Background: an optimization exercise with open tools, aiming at small area, a short achievable clock period and few clock cycles. Do not read the settings as production practice.
The RTL was checked by simulation tests, not by an equivalence proof against the original design.

$ cat config.mk
export PLATFORM = sky130hd
export DESIGN_NAME = ieee488_engine
export DESIGN_NICKNAME = ieee488_engine
export VERILOG_FILES = /design/flow/design.v
export SDC_FILE = /design/flow/constraint.sdc
export NUM_CORES = 4
export LEC_CHECK = 0
export CAP_MARGIN = 20
export CORE_MARGIN = 2
export CORE_UTILIZATION = 40
export SLEW_MARGIN = 20
$ cat constraint.sdc
create_clock -name core_clock -period 5.0 [get_ports {clk}]
set_input_delay 1.0000 -clock core_clock [delete_from_list [all_inputs] [get_ports {clk}]]
set_output_delay 1.0000 -clock core_clock [all_outputs]
set_load 0.01 [all_outputs]
$ cat design.v
module ieee488_engine (
    input  wire       clk,
    input  wire       rst,           
    input  wire [4:0] cfg_address,   
    input  wire       atn_in,
    input  wire       dav_in,
    input  wire       ndac_in,
    input  wire       nrfd_in,
    input  wire       eoi_in,
    input  wire       ifc_in,
    input  wire [7:0] data_in,
    output reg        dav_drv,
    output reg        eoi_drv,
    output reg        ndac_drv,
    output reg        nrfd_drv,
    output reg  [7:0] data_out,
    output reg        data_talk,     
    output reg        ctrl_talk,     
    output reg        ext_req,
    output reg  [3:0] ext_op,
    output reg  [3:0] ext_sa,
    output reg  [7:0] ext_wdata,
    input  wire       ext_ack,
    input  wire       ext_ok,
    input  wire [7:0] ext_rdata,
    input  wire       ext_last,
    input  wire       ext_eoi,
    output wire [5:0] cmd_len,
    input  wire [4:0] cmd_raddr,
    output wire [7:0] cmd_rdata
);
    localparam [3:0] OP_FIND_W   = 4'd0,
                     OP_STORE    = 4'd1,
                     OP_FIND_R   = 4'd2,
                     OP_FETCH    = 4'd3,
                     OP_ADVANCE  = 4'd4,
                     OP_REFILL   = 4'd5,
                     OP_DOSCMD   = 4'd6,
                     OP_FILEOPEN = 4'd7,
                     OP_CLOSE    = 4'd8,
                     OP_FREEALL  = 4'd9;
    localparam CMD_BUF_SIZE = 32;
    localparam [5:0] S_DP0    = 6'd0,
                     S_DP1    = 6'd1,
                     S_DP2    = 6'd2,
                     S_CW1A   = 6'd3,
                     S_CW1B   = 6'd4,
                     S_CW1C   = 6'd5,
                     S_CW2    = 6'd6,
                     S_RX1A   = 6'd7,
                     S_RX1B   = 6'd8,
                     S_RX1C   = 6'd9,
                     S_RX2    = 6'd10,
                     S_RX3A   = 6'd11,
                     S_RX3B   = 6'd12,
                     S_RX3C   = 6'd13,
                     S_RX3D   = 6'd14,
                     S_RX4A   = 6'd15,
                     S_RX4B   = 6'd16,
                     S_RX5    = 6'd17,
                     S_EXEC   = 6'd18,
                     S_UNL    = 6'd19,    
                     S_UNL2   = 6'd20,    
                     S_CLOSE  = 6'd21,
                     S_FREE   = 6'd22,
                     S_WA1    = 6'd23,
                     S_OPEN1  = 6'd24,
                     S_LL0    = 6'd25,
                     S_LL3    = 6'd26,
                     S_STORE  = 6'd27,
                     S_TL0    = 6'd28,
                     S_TLN    = 6'd29,
                     S_TL1    = 6'd30,
                     S_TL2    = 6'd31,
                     S_TX1    = 6'd32,
                     S_TX2    = 6'd33,
                     S_TX3    = 6'd34,
                     S_TX4    = 6'd35,
                     S_TX5    = 6'd36,
                     S_TX6    = 6'd37,
                     S_TX7A   = 6'd38,
                     S_TX7B   = 6'd39,
                     S_TXA1   = 6'd40,
                     S_TXA2   = 6'd41,
                     S_TL4    = 6'd42,
                     S_ADV    = 6'd43,
                     S_REFILL = 6'd44,
                     S_TLX1   = 6'd45,
                     S_TLX2   = 6'd46,
                     S_TLX3   = 6'd47,
                     S_TLX4   = 6'd48,
                     S_BR1    = 6'd49,
                     S_BR2    = 6'd50,
                     S_BI1    = 6'd51,
                     S_BI2    = 6'd52,
                     S_BR4    = 6'd53;
    localparam [1:0] WA_LISTEN = 2'd0,
                     WA_TALK   = 2'd1,
                     WA_OPEN   = 2'd2;
    localparam [1:0] M_CMD    = 2'd0,
                     M_DATA   = 2'd1,
                     M_IGNORE = 2'd2;
    reg [5:0] state;
    reg [4:0] device_address;
    reg       listen_active;
    reg       talk_active;
    reg       command_received;
    reg       open_active;
    reg [3:0] open_sa;
    reg [5:0] command_length;
    reg [7:0] command_buffer [0:CMD_BUF_SIZE-1];
    reg       atn_received;
    reg       ifc_received;
    reg       atn_prev;
    reg       rx_listen;     
    reg [7:0] v;             
    reg       eoi;           
    reg [3:0] sa;            
    reg [1:0] wa_kind;
    reg [1:0] mode;
    reg       last;
    assign cmd_len   = command_length;
    assign cmd_rdata = command_buffer[cmd_raddr];
    wire atn_event = atn_prev & ~atn_in;
    wire ifc_now   = ifc_received | ~ifc_in;           
    wire abort_any = atn_received | ifc_now;           
    wire [2:0] cb_class = v[7:5];
    wire       is_unlisten = (v == 8'h3F);
    wire       is_untalk   = (v == 8'h5F);
    wire       is_listen   = (cb_class == 3'b001) & ~is_unlisten;
    wire       is_talk     = (cb_class == 3'b010) & ~is_untalk;
    wire       is_second   = (v[7:4] == 4'h6);
    wire       is_close    = (v[7:4] == 4'hE);
    wire       is_open     = (v[7:4] == 4'hF);
    wire       addr_match  = (v[4:0] == device_address);
    always @(*) begin
        ext_req   = 1'b0;
        ext_op    = OP_FIND_W;
        ext_sa    = sa;
        ext_wdata = 8'd0;
        case (state)
            S_LL0:    if (mode != M_CMD) begin ext_req = 1'b1; ext_op = OP_FIND_W; end
            S_STORE:  begin ext_req = 1'b1; ext_op = OP_STORE; ext_wdata = v; end
            S_TL0:    begin ext_req = 1'b1; ext_op = OP_FIND_R; end
            S_TL2:    begin ext_req = 1'b1; ext_op = OP_FETCH; end
            S_ADV:    begin ext_req = 1'b1; ext_op = OP_ADVANCE; end
            S_REFILL: begin ext_req = 1'b1; ext_op = OP_REFILL; end
            S_UNL: begin
                ext_req = 1'b1;
                if (open_active && open_sa != 4'd15) begin
                    ext_op = OP_FILEOPEN;
                    ext_sa = open_sa;
                end else begin
                    ext_op = OP_DOSCMD;
                    ext_sa = 4'd15;
                end
            end
            S_CLOSE:  begin ext_req = 1'b1; ext_op = OP_CLOSE; end
            S_FREE:   begin ext_req = 1'b1; ext_op = OP_FREEALL; ext_sa = 4'd15; end
            S_BR2:    begin ext_req = 1'b1; ext_op = OP_FREEALL; ext_sa = 4'd15; end
            default: ;
        endcase
    end
    always @(posedge clk) begin
        if (state == S_LL3 && mode == M_CMD && command_length < CMD_BUF_SIZE)
            command_buffer[command_length[4:0]] <= v;
    end
    always @(posedge clk) begin
        if (rst) begin
            state            <= S_DP0;
            device_address   <= cfg_address;
            listen_active    <= 1'b0;
            talk_active      <= 1'b0;
            command_received <= 1'b0;
            open_active      <= 1'b0;
            open_sa          <= 4'd0;
            command_length   <= 6'd0;
            atn_received     <= 1'b0;
            ifc_received     <= 1'b0;
            atn_prev         <= atn_in;
            dav_drv          <= 1'b0;
            eoi_drv          <= 1'b0;
            ndac_drv         <= 1'b0;
            nrfd_drv         <= 1'b0;
            data_out         <= 8'd0;
            data_talk        <= 1'b0;
            ctrl_talk        <= 1'b0;
            rx_listen        <= 1'b0;
            v                <= 8'd0;
            eoi              <= 1'b0;
            sa               <= 4'd0;
            wa_kind          <= WA_LISTEN;
            mode             <= M_CMD;
            last             <= 1'b0;
        end else begin
            atn_prev <= atn_in;
            if (~ifc_in)
                ifc_received <= 1'b1;
            case (state)
                S_DP0: state <= ifc_now ? S_BR1 : S_DP1;
                S_DP1: state <= atn_received ? S_DP2 : S_DP0;
                S_DP2: begin
                    atn_received <= 1'b0;
                    state        <= S_CW1A;
                end
                S_CW1A: begin nrfd_drv <= 1'b0; state <= S_CW1B; end
                S_CW1B: begin ndac_drv <= 1'b1; state <= S_CW1C; end
                S_CW1C: begin data_talk <= 1'b0; state <= S_CW2; end
                S_CW2: begin
                    if (abort_any) begin
                        state <= S_DP0;
                    end else if (atn_in) begin
                        dav_drv   <= 1'b0;
                        eoi_drv   <= 1'b0;
                        ndac_drv  <= 1'b0;
                        nrfd_drv  <= 1'b0;
                        data_talk <= 1'b0;
                        ctrl_talk <= 1'b0;
                        state     <= S_DP0;
                    end else if (~dav_in) begin
                        rx_listen <= 1'b0;
                        state     <= S_RX1A;
                    end
                end
                S_RX1A: begin nrfd_drv <= 1'b0; state <= S_RX1B; end
                S_RX1B: begin ndac_drv <= 1'b1; state <= S_RX1C; end
                S_RX1C: begin data_talk <= 1'b0; state <= S_RX2; end
                S_RX2: begin
                    if (abort_any)   state <= S_DP0;
                    else if (~dav_in) state <= S_RX3A;
                end
                S_RX3A: begin nrfd_drv <= 1'b1; state <= S_RX3B; end
                S_RX3B: state <= S_RX3C;    
                S_RX3C: begin v <= data_in; state <= S_RX3D; end
                S_RX3D: state <= dav_in ? S_RX1A : S_RX4A;
                S_RX4A: begin ndac_drv <= 1'b0; state <= S_RX4B; end
                S_RX4B: begin
                    if (abort_any)  state <= S_DP0;
                    else if (dav_in) state <= S_RX5;
                end
                S_RX5: begin
                    ndac_drv <= 1'b1;
                    state    <= rx_listen ? S_LL3 : S_EXEC;
                end
                S_EXEC: begin
                    sa    <= v[3:0];
                    state <= S_CW1A;
                    if (is_unlisten) begin
                        listen_active <= 1'b0;
                        state <= command_received ? S_UNL : S_UNL2;
                    end else if (is_untalk) begin
                        talk_active <= 1'b0;
                    end else if (is_listen) begin
                        if (addr_match) begin
                            listen_active <= 1'b1;
                            talk_active   <= 1'b0;
                        end
                    end else if (is_talk) begin
                        if (addr_match) begin
                            talk_active   <= 1'b1;
                            listen_active <= 1'b0;
                        end
                    end else if (is_second) begin
                        if (listen_active) begin
                            wa_kind <= WA_LISTEN;
                            state   <= S_WA1;
                        end else if (talk_active) begin
                            wa_kind <= WA_TALK;
                            state   <= S_WA1;
                        end
                    end else if (is_close) begin
                        if (listen_active)
                            state <= (v[3:0] == 4'd15) ? S_FREE : S_CLOSE;
                    end else if (is_open) begin
                        if (listen_active) begin
                            wa_kind <= WA_OPEN;
                            state   <= S_WA1;
                        end
                    end
                end
                S_UNL: if (ext_ack) state <= S_UNL2;
                S_UNL2: begin
                    command_length   <= 6'd0;
                    command_received <= 1'b0;
                    open_active      <= 1'b0;
                    state            <= S_CW1A;
                end
                S_CLOSE: if (ext_ack) state <= S_CW1A;
                S_FREE:  if (ext_ack) state <= S_CW1A;
                S_WA1: begin
                    if (ifc_now) begin
                        state <= S_DP0;
                    end else if (atn_in) begin
                        case (wa_kind)
                            WA_TALK: state <= S_TL0;
                            WA_OPEN: state <= S_OPEN1;
                            default: begin
                                mode  <= (sa == 4'd15) ? M_CMD : M_DATA;
                                state <= S_LL0;
                            end
                        endcase
                    end
                end
                S_OPEN1: begin
                    open_active <= 1'b1;
                    open_sa     <= sa;
                    mode        <= M_CMD;
                    state       <= S_LL0;
                end
                S_LL0: begin
                    if (mode == M_CMD) begin
                        rx_listen <= 1'b1;
                        state     <= S_RX1A;
                    end else if (ext_ack) begin
                        mode      <= ext_ok ? M_DATA : M_IGNORE;
                        rx_listen <= 1'b1;
                        state     <= S_RX1A;
                    end
                end
                S_LL3: begin
                    state <= S_RX1A;
                    case (mode)
                        M_CMD: begin
                            command_received <= 1'b1;
                            if (command_length < CMD_BUF_SIZE)
                                command_length <= command_length + 6'd1;
                        end
                        M_DATA: state <= S_STORE;
                        default: ;
                    endcase
                end
                S_STORE: begin
                    if (ext_ack) begin
                        if (!ext_ok) mode <= M_IGNORE;
                        state <= S_RX1A;
                    end
                end
                S_TL0: if (ext_ack) state <= ext_ok ? S_TL1 : S_TLN;
                S_TLN: begin
                    if (!abort_any) begin
                        dav_drv   <= 1'b0;
                        eoi_drv   <= 1'b0;
                        ndac_drv  <= 1'b0;
                        nrfd_drv  <= 1'b0;
                        data_talk <= 1'b0;
                        ctrl_talk <= 1'b0;
                    end
                    state <= S_DP0;
                end
                S_TL1: begin
                    if (abort_any) begin
                        state <= S_DP0;
                    end else begin
                        ndac_drv  <= 1'b0;
                        nrfd_drv  <= 1'b0;
                        ctrl_talk <= 1'b1;
                        data_talk <= 1'b1;
                        state     <= S_TL2;
                    end
                end
                S_TL2: begin
                    if (ext_ack) begin
                        v     <= ext_rdata;
                        last  <= ext_last;
                        eoi   <= ext_last & ext_eoi;
                        state <= S_TX1;
                    end
                end
                S_TX1: begin
                    if (abort_any)    state <= S_TXA1;
                    else if (~ndac_in) state <= S_TX2;
                end
                S_TX2: begin
                    if (abort_any)   state <= S_TXA1;
                    else if (nrfd_in) state <= S_TX3;
                end
                S_TX3: begin
                    if (abort_any) begin
                        state <= S_TXA1;
                    end else begin
                        data_out <= v;
                        eoi_drv  <= eoi;
                        state    <= S_TX4;
                    end
                end
                S_TX4: begin
                    if (abort_any) begin
                        state <= S_TXA1;
                    end else begin
                        dav_drv <= 1'b1;
                        state   <= S_TX5;
                    end
                end
                S_TX5: begin
                    if (abort_any)    state <= S_TXA1;
                    else if (~nrfd_in) state <= S_TX6;
                end
                S_TX6: begin
                    if (abort_any)   state <= S_TXA1;
                    else if (ndac_in) state <= S_TX7A;
                end
                S_TX7A: begin dav_drv <= 1'b0; state <= S_TX7B; end
                S_TX7B: begin eoi_drv <= 1'b0; state <= S_TL4; end
                S_TXA1: begin dav_drv <= 1'b0; state <= S_TXA2; end
                S_TXA2: begin eoi_drv <= 1'b0; state <= S_TLX1; end
                S_TL4: begin
                    if (!last)    state <= S_ADV;
                    else if (eoi) state <= S_TLX1;
                    else          state <= S_REFILL;
                end
                S_ADV:    if (ext_ack) state <= S_TL2;
                S_REFILL: if (ext_ack) state <= ext_ok ? S_TL2 : S_TLX1;
                S_TLX1: begin dav_drv   <= 1'b0; state <= S_TLX2; end
                S_TLX2: begin eoi_drv   <= 1'b0; state <= S_TLX3; end
                S_TLX3: begin data_talk <= 1'b0; state <= S_TLX4; end
                S_TLX4: begin ctrl_talk <= 1'b0; state <= S_DP0; end
                S_BR1: begin
                    listen_active    <= 1'b0;
                    talk_active      <= 1'b0;
                    command_received <= 1'b0;
                    open_active      <= 1'b0;
                    command_length   <= 6'd0;
                    state            <= S_BR2;
                end
                S_BR2: if (ext_ack) state <= S_BI1;
                S_BI1: begin
                    device_address <= cfg_address;
                    state          <= S_BI2;
                end
                S_BI2: begin
                    dav_drv   <= 1'b0;
                    eoi_drv   <= 1'b0;
                    ndac_drv  <= 1'b0;
                    nrfd_drv  <= 1'b0;
                    data_talk <= 1'b0;
                    ctrl_talk <= 1'b0;
                    state     <= S_BR4;
                end
                S_BR4: begin
                    if (ifc_in)
                        ifc_received <= 1'b0;
                    state <= S_DP0;
                end
                default: state <= S_DP0;
            endcase
            if (atn_event) begin
                atn_received <= 1'b1;
                dav_drv      <= 1'b0;
                eoi_drv      <= 1'b0;
                data_talk    <= 1'b0;
                ctrl_talk    <= 1'b0;
                ndac_drv     <= 1'b1;
                nrfd_drv     <= 1'b1;
            end
        end
    end
endmodule
$ cat run.sh
#!/bin/bash
# synth_recipe.tcl (not shown) runs the flow's synth.tcl, then flattens the netlist and writes it again
# the make line also repeats each setting of config.mk as NAME=value (left out here)
make -C /OpenROAD-flow-scripts/flow DESIGN_CONFIG=/design/flow/config.mk WORK_HOME=/design/flow/orfs CLKGATE_MAP_FILE= SYNTH_SCRIPT=/design/flow/synth_recipe.tcl finish
==> flow_summary.ini <==
[placement]
hpwl_um = 25100
io_buffers = 81
placed_area_mm2 = 0.0157
gp_congestion = 0.970

[global_route]
use_met2 = 0.339
grt_busiest_layer = met2
antenna_found_initial = 0
grt_usage = 0.200
grt_pass1_wl_um = 57600
gr-total-overflow = 0
grt_use_met1 = 0.268
use_met3 = 0.0278
grt_max_degree = 45
grt_pass1_vias = 9177

[final_layout]
antennaDiodeCount = 0
nets = 1135
area_growth_pct = 16.3
utilization = 0.472
fin_area_mm2 = 0.0168
drive_gt1_frac = 0.177

[synth]
synth-edff-count = 261
synth_top_cell_by_area = edfxtp_1
syn-num-nets = 1058
ys.warnings.count = 1
async_flop_share = 0
netlist_area_mm2 = 0.0144
synth_cell_types = 82
syn_area_per_cell_um2 = 14.2
yosysSeqAreaShare = 0.621
ys_ff_latch = 317
synthFlopType = edfxtp_1
synth_area_leaders = edfxtp_1, mux4_2, dfxtp_1
netlist_instances = 1015
synth_top_area_frac = 0.543

[power]
internal_power_w = 0.00454
combPwrFrac = 0.160
power.density_mw_per_mm2 = 372
switchingPower_w = 0.00171
power_leakage_nw = 4.52
seq_power_share = 0.466
irDropWorstVdd_v = 0.000269
total_power_w = 0.00625
clockPowerShare = 0.374
p_sw_frac = 0.273

[timing]
hold_viol = 0
setup_viol = 0
period_share = 0.878
tns_ns = 0
finalCriticalPeriod_ns = 4.39
rsz0062_at_grt = false
fmax_ghz = 0.228
slew-limit-headroom = 0.340
tightest_slew_ns = 0.984
whs_ns = 0.464
slew_viol_final = 0
finalClockSkew_ns = 0.0187

[setup_path]
crit_chain = buf_2, buf_4, mux4_2, mux4_2, mux2_2, clkdlybuf4s50_1
worstPathArrival_ns = 3.39
criticalPathCategory = in2out
crit_path_start_kind = input pin
slowest_delay_ns = 0.50
r2r_cells = 4
critPathMaxFanout = 17
cp_slowest_cell = clkdlybuf4s50_1
cp.required_ns = 4.00
end_kind = primary output
cpLargestDelayFamily = buffers and inverters
crit_top_cell = mux4_2
critical_path_buf_inv_count = 3
cp.depth = 6

[min_path]
min-delay-path-class = reg2reg
min_path_cells = 2

[clock_tree]
clkSinkCount = 317
root_buffer = clkbuf_16
post_cts_buffers = 0
cts_resized = 0
numCtsBuffers = 34
clk_pin_slew_worst_paths_ns = 0.06
cts_max_level = 2
cts_hold_buf = 0
clockBufferDepth = 3
cts_tree = yes
clk_latency_ns = 0.51

[detailed_routing]
viasPerCell = 5.78
drc = 0
ant_nets = 0
drtPass1Iterations = 5
vias = 9097
drtIter0Drc = 925
routed_wl_um = 37700
wl_per_cell_um = 24.0

[floorplan]
dieArea_mm2 = 0.0376
boundaryPins = 83
initial_utilization = 0.405
die_w_um = 194
fp.dieH_um = 194
core_mm2 = 0.0356
row_count = 69

[outcome]
status = timing/DRC/antenna clean

[job]
drv_cap = 0
[stage by stage]
stage,worst slack [ns],instances
after floorplan,1.28,1015
after global placement,0.586,1517
after detailed placement,0.565,1517
after CTS,0.567,1574
after global routing,0.535,1574
final,0.609,1574
[worst reg2reg max path, delay by kind of cell, from the launching register on]
kind             cells  cell delay, ns
flip-flops           1            0.82
AND/OR/NAND/NOR      4            2.07
[power groups by stage]
stage          registers (W)  logic [W]  clock network (W)
6_report             0.00291    0.00100            0.00233
5_1_grt              0.00292    0.00106            0.00249
4_1_cts              0.00291   0.000976            0.00239
3_5_place_dp         0.00297   0.000973                  0
3_3_place_gp         0.00297   0.000985                  0
2_1_floorplan        0.00293   0.000715                  0
[cells in the final DEF (no fill, tap or decap), types with 6 or more instances in the layout]
master / synthesis / routed
clkdlybuf4s50_1: 0 / 78
nand2_1: 77 / 77
mux2i_1: 6 / 6
or3_1: 7 / 7
clkbuf_16: 0 / 35
o31ai_1: 8 / 8
a21oi_1: 51 / 51
a32oi_1: 6 / 6
o21ai_0: 35 / 35
nand3_1: 17 / 17
buf_4: 8 / 30
dfxtp_1: 56 / 56
xor2_1: 6 / 6
o211ai_1: 8 / 8
inv_1: 11 / 11
nand2b_1: 17 / 17
edfxtp_1: 261 / 261
nor3_1: 15 / 15
and2_1: 11 / 11
nor2b_1: 13 / 13
mux2_2: 11 / 11
o22ai_1: 7 / 7
a311oi_1: 11 / 11
nand3b_1: 9 / 9
nand4_1: 11 / 11
mux4_2: 80 / 80
clkinv_1: 2 / 11
nor2_1: 92 / 92
xnor2_1: 8 / 8
o2bb2ai_1: 6 / 6
[layout make-up]
class                           count  area, µm²
Clock buffer                       40        905
Sequential cell                   317       8960
Fill cell                        3168      18800
Timing Repair Buffer              115       1120
Clock inverter                     17        130
Tap cell                          461        577
Multi-Input combinational cell    611       5040
Inverter                           13       48.8
[registers in the layout, summed over array words and instances, names as in the netlist, 2 cells and up]
| register | cells |
|---|---|
| command_buffer | 256 |
| data_out | 8 |
| v | 8 |
| command_length | 6 |
| state | 6 |
| device_address | 5 |
| open_sa | 4 |
| sa | 4 |
| mode | 2 |
| wa_kind | 2 |
[Yosys cell counts, types with 5 or more instances]
cell / n
buf_1: 9
o2bb2ai_1: 6
dfxtp_1: 56
ha_1: 5
a311oi_1: 11
nand3_1: 17
nand2b_1: 17
and2_1: 11
xnor2_1: 8
mux2i_1: 6
nor2_1: 92
or3_1: 7
a32oi_1: 6
o211ai_1: 8
buf_6: 5
xor2_1: 6
mux2_2: 11
nand4_1: 11
clkbuf_1: 29
a211oi_1: 5
inv_1: 11
buf_4: 8
buf_2: 23
a21oi_1: 51
nand3b_1: 9
edfxtp_1: 261
nor2b_1: 13
nor4_1: 5
nand2_1: 77
o22ai_1: 7
o31ai_1: 8
nor3_1: 15
a31oi_1: 5
mux4_2: 80
o21ai_0: 35
[path summary, 6_finish.rpt]
check,endpoint,slack [ns],startpoint
max,cmd_rdata[1],0.61,cmd_raddr[1]
max reg2reg,command_buffer[5][2],1.74,state[1]
min reg2reg,data_out[0],0.46,data_out[0]
min,data_out[0],0.46,data_out[0]
[layer usage]
metal	routed length, µm	share of wire	vias to the layer above
li1	-	-	4137
met1	16100	0.43	4601
met2	18800	0.50	298
met3	1850	0.049	61
met4	999	0.026	0
met5	0	0	-
[kinds of logic (layout without fill, tap and decap cells)]
group           Yosys count  count (layout)  share of synthesized area
mux                      97              97                      0.138
simple gates            314             314                      0.114
flops                   317             317                      0.621
xor+xnor                 14              14                    0.00850
buf+inv                  87             185                     0.0293
compound gates          181             181                     0.0854
fa+ha+maj                 5               5                    0.00434
Testbench counts, summed over its fixed seeds: cycles 94,483.

separate check: timing with driven ports:
The results above use ideal ports. As a check the final layout listed here was re-extracted and re-timed, cells and wires unchanged.
Step 1 sets driving cells, clkbuf_16 on the clock port and buf_2 on the other inputs (assumed; they add their load-dependent delay and slew).
Step 2, shift: input delay + t, output delay - t, t = (earliest + latest rising clock arrival at the registers) / 2. This alone moves slack from input paths to output paths.
Slacks: no drivers / after step 1 / after step 2; pairs: no drivers / after step 1.
t (ns): 0.550
setup WS [ns]: 0.609 / 0.581 / 0.581
worst hold slack (ns): 0.464 / 0.464 / 0.464
cell pins on the clock port's net: 1
After both steps setup and hold are still met in this run. For this run, drivers alone change the setup slack by -0.028 ns; drivers and shift together by -0.028 ns.
